From an optimization exercise on the open Yosys and OpenROAD flow, aimed at small area, a short achievable clock period and few clock cycles; shortcuts taken in it are not production practice.
Function was checked by simulation only, so behaviour that the tests miss may differ from the original.
Power and IR drop assume default switching activity.

==> flow/design.v (excerpt) <==
module mcp23x17_seq (
    input  wire        clk,
    input  wire        rst,             
    input  wire [7:0]   cfg_mode,       
    input  wire [11:0]  cfg_opcode,     
    input  wire [3:0]   cfg_bank,       
    input  wire [287:0] cfg_porta,      
    input  wire [255:0] cfg_portb,      
    input  wire [3:0]   cmd_valid,
    input  wire [63:0]  cmd_word,
    output wire [3:0]   cmd_ready,
    output wire [31:0]  ctx_status,     
    output wire [31:0]  rsp_data,       
    output wire [15:0]  fault_status,
    output wire [7:0]   fault_ctx,
    output wire [7:0]   fault_dev,
    output wire         escalate,
    output reg  [3:0]   cs,
    input  wire         spi_busy,
    output wire         spi_req,
    output wire [23:0]  spi_tx,
    input  wire         spi_ack,
    input  wire [23:0]  spi_rx,
    input  wire [1:0]   spi_st,
    output wire         i2c_req,
    output wire         i2c_rnw,
    output wire [1:0]   i2c_len,
    output wire [7:0]   i2c_sla,
    output wire [23:0]  i2c_wdata,
    input  wire         i2c_ack,
    input  wire [1:0]   i2c_st,
    input  wire [7:0]   i2c_rdata
);
clock: 10.0 ns
lec_check: 0
cap_margin: 20
core_area: 5 5 195 195
cts_buf_list: sky130_fd_sc_hd__clkbuf_8
die_area: 0 0 200 200
slew_margin: 20
standard.sh (not shown) runs the stock make flow with config.mk's settings and CLKGATE_MAP_FILE= SYNTH_SCRIPT=/design/flow/synth_recipe.tcl, a recipe that flattens the netlist after the stock synthesis.
==> flow/flow/run.sh <==
#!/bin/bash
set -euo pipefail
DU="sky130_fd_sc_hd__probe_p_8 sky130_fd_sc_hd__probec_p_8 sky130_fd_sc_hd__lpflow_bleeder_1 sky130_fd_sc_hd__lpflow_clkbufkapwr_1 sky130_fd_sc_hd__lpflow_clkbufkapwr_16 sky130_fd_sc_hd__lpflow_clkbufkapwr_2 sky130_fd_sc_hd__lpflow_clkbufkapwr_4 sky130_fd_sc_hd__lpflow_clkbufkapwr_8 sky130_fd_sc_hd__lpflow_clkinvkapwr_1 sky130_fd_sc_hd__lpflow_clkinvkapwr_16 sky130_fd_sc_hd__lpflow_clkinvkapwr_2 sky130_fd_sc_hd__lpflow_clkinvkapwr_4 sky130_fd_sc_hd__lpflow_clkinvkapwr_8 sky130_fd_sc_hd__lpflow_decapkapwr_12 sky130_fd_sc_hd__lpflow_decapkapwr_3 sky130_fd_sc_hd__lpflow_decapkapwr_4 sky130_fd_sc_hd__lpflow_decapkapwr_6 sky130_fd_sc_hd__lpflow_decapkapwr_8 sky130_fd_sc_hd__lpflow_inputiso0n_1 sky130_fd_sc_hd__lpflow_inputiso0p_1 sky130_fd_sc_hd__lpflow_inputiso1n_1 sky130_fd_sc_hd__lpflow_inputiso1p_1 sky130_fd_sc_hd__lpflow_inputisolatch_1 sky130_fd_sc_hd__lpflow_isobufsrc_1 sky130_fd_sc_hd__lpflow_isobufsrc_16 sky130_fd_sc_hd__lpflow_isobufsrc_2 sky130_fd_sc_hd__lpflow_isobufsrc_4 sky130_fd_sc_hd__lpflow_isobufsrc_8 sky130_fd_sc_hd__lpflow_isobufsrckapwr_16 sky130_fd_sc_hd__lpflow_lsbuf_lh_hl_isowell_tap_1 sky130_fd_sc_hd__lpflow_lsbuf_lh_hl_isowell_tap_2 sky130_fd_sc_hd__lpflow_lsbuf_lh_hl_isowell_tap_4 sky130_fd_sc_hd__lpflow_lsbuf_lh_isowell_4 sky130_fd_sc_hd__lpflow_lsbuf_lh_isowell_tap_1 sky130_fd_sc_hd__lpflow_lsbuf_lh_isowell_tap_2 sky130_fd_sc_hd__lpflow_lsbuf_lh_isowell_tap_4  sky130_fd_sc_hd__or4_0 sky130_fd_sc_hd__or4_1 sky130_fd_sc_hd__or4_2 sky130_fd_sc_hd__or4_4 sky130_fd_sc_hd__or4b_0 sky130_fd_sc_hd__or4b_1 sky130_fd_sc_hd__or4b_2 sky130_fd_sc_hd__or4b_4 sky130_fd_sc_hd__or4bb_0 sky130_fd_sc_hd__or4bb_1 sky130_fd_sc_hd__or4bb_2 sky130_fd_sc_hd__or4bb_4 sky130_fd_sc_hd__nor4_0 sky130_fd_sc_hd__nor4_1 sky130_fd_sc_hd__nor4_2 sky130_fd_sc_hd__nor4_4 sky130_fd_sc_hd__nor4b_0 sky130_fd_sc_hd__nor4b_1 sky130_fd_sc_hd__nor4b_2 sky130_fd_sc_hd__nor4b_4 sky130_fd_sc_hd__nor4bb_0 sky130_fd_sc_hd__nor4bb_1 sky130_fd_sc_hd__nor4bb_2 sky130_fd_sc_hd__nor4bb_4 sky130_fd_sc_hd__a2111oi_0 sky130_fd_sc_hd__a2111oi_1 sky130_fd_sc_hd__a2111oi_2 sky130_fd_sc_hd__a2111oi_4 sky130_fd_sc_hd__a2111o_0 sky130_fd_sc_hd__a2111o_1 sky130_fd_sc_hd__a2111o_2 sky130_fd_sc_hd__a2111o_4 sky130_fd_sc_hd__o2111ai_0 sky130_fd_sc_hd__o2111ai_1 sky130_fd_sc_hd__o2111ai_2 sky130_fd_sc_hd__o2111ai_4 sky130_fd_sc_hd__o2111a_0 sky130_fd_sc_hd__o2111a_1 sky130_fd_sc_hd__o2111a_2 sky130_fd_sc_hd__o2111a_4 sky130_fd_sc_hd__or3_0 sky130_fd_sc_hd__or3_1 sky130_fd_sc_hd__or3_2 sky130_fd_sc_hd__or3_4 sky130_fd_sc_hd__or3b_0 sky130_fd_sc_hd__or3b_1 sky130_fd_sc_hd__or3b_2 sky130_fd_sc_hd__or3b_4 sky130_fd_sc_hd__nor3b_0 sky130_fd_sc_hd__nor3b_1 sky130_fd_sc_hd__nor3b_2 sky130_fd_sc_hd__nor3b_4"
bash standard.sh "BUFFER_PORTS_ARGS=-buffer_cell sky130_fd_sc_hd__buf_1" \
  "PLACE_PINS_ARGS=-min_distance 1 -min_distance_in_tracks" \
  "DONT_USE_CELLS=$DU" \
  SETUP_SLACK_MARGIN=7.1 TNS_END_PERCENT=10 finish > standard.log 2>&1
Testbench counts at the start, summed over its fixed seeds: cycles 8,296.
Change:
--- a/flow/design.v
+++ b/flow/design.v
@@ -57,23 +57,20 @@
             3'd5: eight_reg = 4'd6;    
             3'd6: eight_reg = 4'd9;    
             default: eight_reg = 4'd10;  
         endcase
     endfunction
     reg  [3:0]  busy;
-    reg  [3:0]  rdy;            
     reg  [1:0]  kind  [0:3];
     reg  [12:0] args  [0:3];    
     reg  [7:0]  rsp_b [0:3];
     reg  [3:0]  dval;
     reg  [3:0]  okval;
     reg  [3:0]  rok;
     reg         flt_valid;
-    reg         flt_out;        
     reg  [3:0]  flt_cause;
-    reg  [2:0]  flt_ph;         
     reg  [1:0]  flt_ctx;
     reg         s_pre;          
     reg         s_sreq;         
     reg         s_post;         
     reg         s_pulse;        
     reg         s_iw;           
@@ -81,18 +78,15 @@
     reg         s_fin;          
     reg  [1:0]  own;
     reg  [2:0]  f_op;           
     reg         f_rw;           
     reg  [4:0]  f_addr;
     reg  [7:0]  f_data;         
-    reg         o_spi_req;
-    reg         o_i2c_req;
-    reg         o_i2c_rnw;
-    reg  [1:0]  o_i2c_len;
     integer k;
     wire s_idle = ~(s_pre | s_sreq | s_post | s_pulse | s_iw | s_ir | s_fin);
+    wire [3:0] rdy = ~busy & {4{~flt_valid}};
     wire [3:0] acc = cmd_valid & rdy;
     wire spi_ackd = s_sreq && spi_ack;
     wire i2c_ackd = (s_iw || s_ir) && i2c_ack;
     wire t_err    = (spi_ackd && spi_st != 2'd0) || (i2c_ackd && i2c_st != 2'd0);
     wire [3:0] c_bad;
     genvar c, b;
@@ -236,13 +230,12 @@
     wire x_sreq  = (s_pre && !spi_busy) || (s_sreq && !spi_ack);
     wire x_post  = (s_sreq && spi_ack) || (s_post && !fin_s);
     wire x_pulse = (n_start && n_spi && n_pulse) || (s_pulse && !fin_s);
     wire x_iw    = (n_start && !n_spi) || (s_iw && !i2c_ack);
     wire x_ir    = (s_iw && i2c_ack && f_rw) || (s_ir && !i2c_ack);
     wire x_fin   = ((s_iw && !f_rw) || s_ir || s_fin) && fin && !step;
-    wire x_rw    = go ? n_rw : f_rw;
     wire [3:0] busy_n = (busy | (acc & {4{upd}})) & ~done;
     always @(posedge clk) begin
         for (k = 0; k < 4; k = k + 1) begin
             if (acc[k]) begin
                 kind[k] <= cmd_word[16*k+14 +: 2];
                 args[k] <= {cmd_word[16*k+1 +: 12],
@@ -269,17 +262,12 @@
         s_sreq  <= x_sreq;
         s_post  <= x_post;
         s_pulse <= x_pulse;
         s_iw    <= x_iw;
         s_ir    <= x_ir;
         s_fin   <= x_fin;
-        o_spi_req    <= x_sreq;
-        o_i2c_req    <= x_iw || x_ir;
-        o_i2c_rnw    <= x_ir;
-        o_i2c_len[1] <= !x_ir;
-        o_i2c_len[0] <= x_ir || !x_rw;
         if (spi_ackd)
             f_data <= spi_rx[7:0];
         if (i2c_ackd && s_ir)
             f_data <= i2c_rdata;
         if (go) begin
             own    <= nx_valid ? nx : own;
@@ -287,63 +275,55 @@
             f_rw   <= n_rw;
             f_addr <= n_addr;
             f_data <= n_data;
             cs     <= {4{n_spi && nx_valid}} & gnt;
         end
         busy <= busy_n;
-        rdy  <= ~busy_n & {4{upd}};
         if (!flt_valid) begin
             flt_valid <= new_flt;
-            flt_out   <= new_flt;
             flt_cause <= new_cause;
             flt_ctx   <= new_ctx;
-            flt_ph    <= {new_cause == 4'd5 || new_cause == 4'd6,
-                          new_cause == 4'd1 || new_cause == 4'd2 ||
-                          new_cause == 4'd3 || new_cause == 4'd4,
-                          new_cause == 4'd3 || new_cause == 4'd4};
         end
         if (rst) begin
             busy      <= 4'd0;
-            rdy       <= 4'hf;
             dval      <= 4'd0;
             okval     <= 4'd0;
             rok       <= 4'd0;
             flt_valid <= 1'b0;
-            flt_out   <= 1'b0;
             flt_cause <= 4'd0;
-            flt_ph    <= 3'd0;
             flt_ctx   <= 2'd0;
             cs        <= 4'd0;
             s_pre     <= 1'b0;
             s_sreq    <= 1'b0;
             s_post    <= 1'b0;
             s_pulse   <= 1'b0;
             s_iw      <= 1'b0;
             s_ir      <= 1'b0;
             s_fin     <= 1'b0;
             own       <= 2'd0;
-            o_spi_req <= 1'b0;
-            o_i2c_req <= 1'b0;
         end
     end
     wire [7:0] f_ctrl = {4'b0100, f_op, f_rw};
-    assign spi_req   = o_spi_req && !flt_out;
+    assign spi_req   = s_sreq && !flt_valid;
     assign spi_tx    = {f_ctrl, 3'b000, f_addr, f_data};
-    assign i2c_req   = o_i2c_req && !flt_out;
-    assign i2c_rnw   = o_i2c_rnw;
-    assign i2c_len   = o_i2c_len;
+    assign i2c_req   = (s_iw || s_ir) && !flt_valid;
+    assign i2c_rnw   = s_ir;
+    assign i2c_len   = {!s_ir, s_ir || !f_rw};
     assign i2c_sla   = {5'b00000, f_op};
     assign i2c_wdata = {f_ctrl, 3'b000, f_addr, f_data};
     assign cmd_ready = rdy;
     generate
         for (c = 0; c < 4; c = c + 1) begin : g_status
             assign ctx_status[8*c +: 8] = {3'b000, busy[c], rok[c], okval[c],
                                            dval[c], busy[c]};
             assign rsp_data[8*c +: 8]   = rsp_b[c];
         end
     endgenerate
-    assign fault_status = {4'b0000, flt_ph[2], flt_ph[1], flt_ph[0], flt_ph[0],
-                           3'b000, flt_cause, flt_out};
+    wire ph34 = (flt_cause == 4'd3) || (flt_cause == 4'd4);
+    wire [3:0] flt_phase = {(flt_cause == 4'd5) || (flt_cause == 4'd6),
+                            (flt_cause == 4'd1) || (flt_cause == 4'd2) || ph34,
+                            ph34, ph34};
+    assign fault_status = {4'b0000, flt_phase, 3'b000, flt_cause, flt_valid};
     assign fault_ctx    = {6'd0, flt_ctx};
     assign fault_dev    = {6'd0, flt_ctx};
-    assign escalate     = flt_out;
+    assign escalate     = flt_valid;
 endmodule
Power grows by 2.1%.
Setup slack gains 0.15 ns.
Synthesized cell count shrinks by 0.53%.
Count of clock-buffer cells in the layout shrinks by 1.
Sequential share of layout area shrinks by 1.8 points.
Non-clock buffer count grows by 15.
Via count shrinks by 0.46%.
Utilization grows by 1.3 points.
Final area grows by 2.7%.
Register-to-register slack stays flat.
Sequential power shrinks by 5.9%.
Wire length grows by 1.4%.
Worst hold slack gains 0.0073 ns.
Testbench counts after the change, summed over its fixed seeds: cycles 8,296.

==> separate check: timing with driven ports <==
The flow's constraints put no driver on any port. The routed layouts listed below were extracted and timed again, unchanged, in two steps. Step 1, drivers: a clkbuf_16 drives clk and a buf_2 each remaining input, both assumed. Step 2, shift: input delay + t, output delay - t, t = (earliest + latest rising clock arrival at the registers) / 2. This alone moves slack from input paths to output paths. Three values: ideal ports, drivers, drivers and shift; two values: the first two.
run | t (ns) | slack for setup (ns) | worst setup path at the end | clock arrival spread, ns
the first run | 0.521 | 6.469 / 6.484 / 5.963 | input to register | 0.024 / 0.024
the second run | 0.521 | 6.615 / 6.577 / 6.083 | input to register | 0.026 / 0.026
After both steps every run listed still meets setup and hold. The setup slack of the second run, which loses most, moves by -0.038 ns with the drivers and by -0.532 ns with both steps.
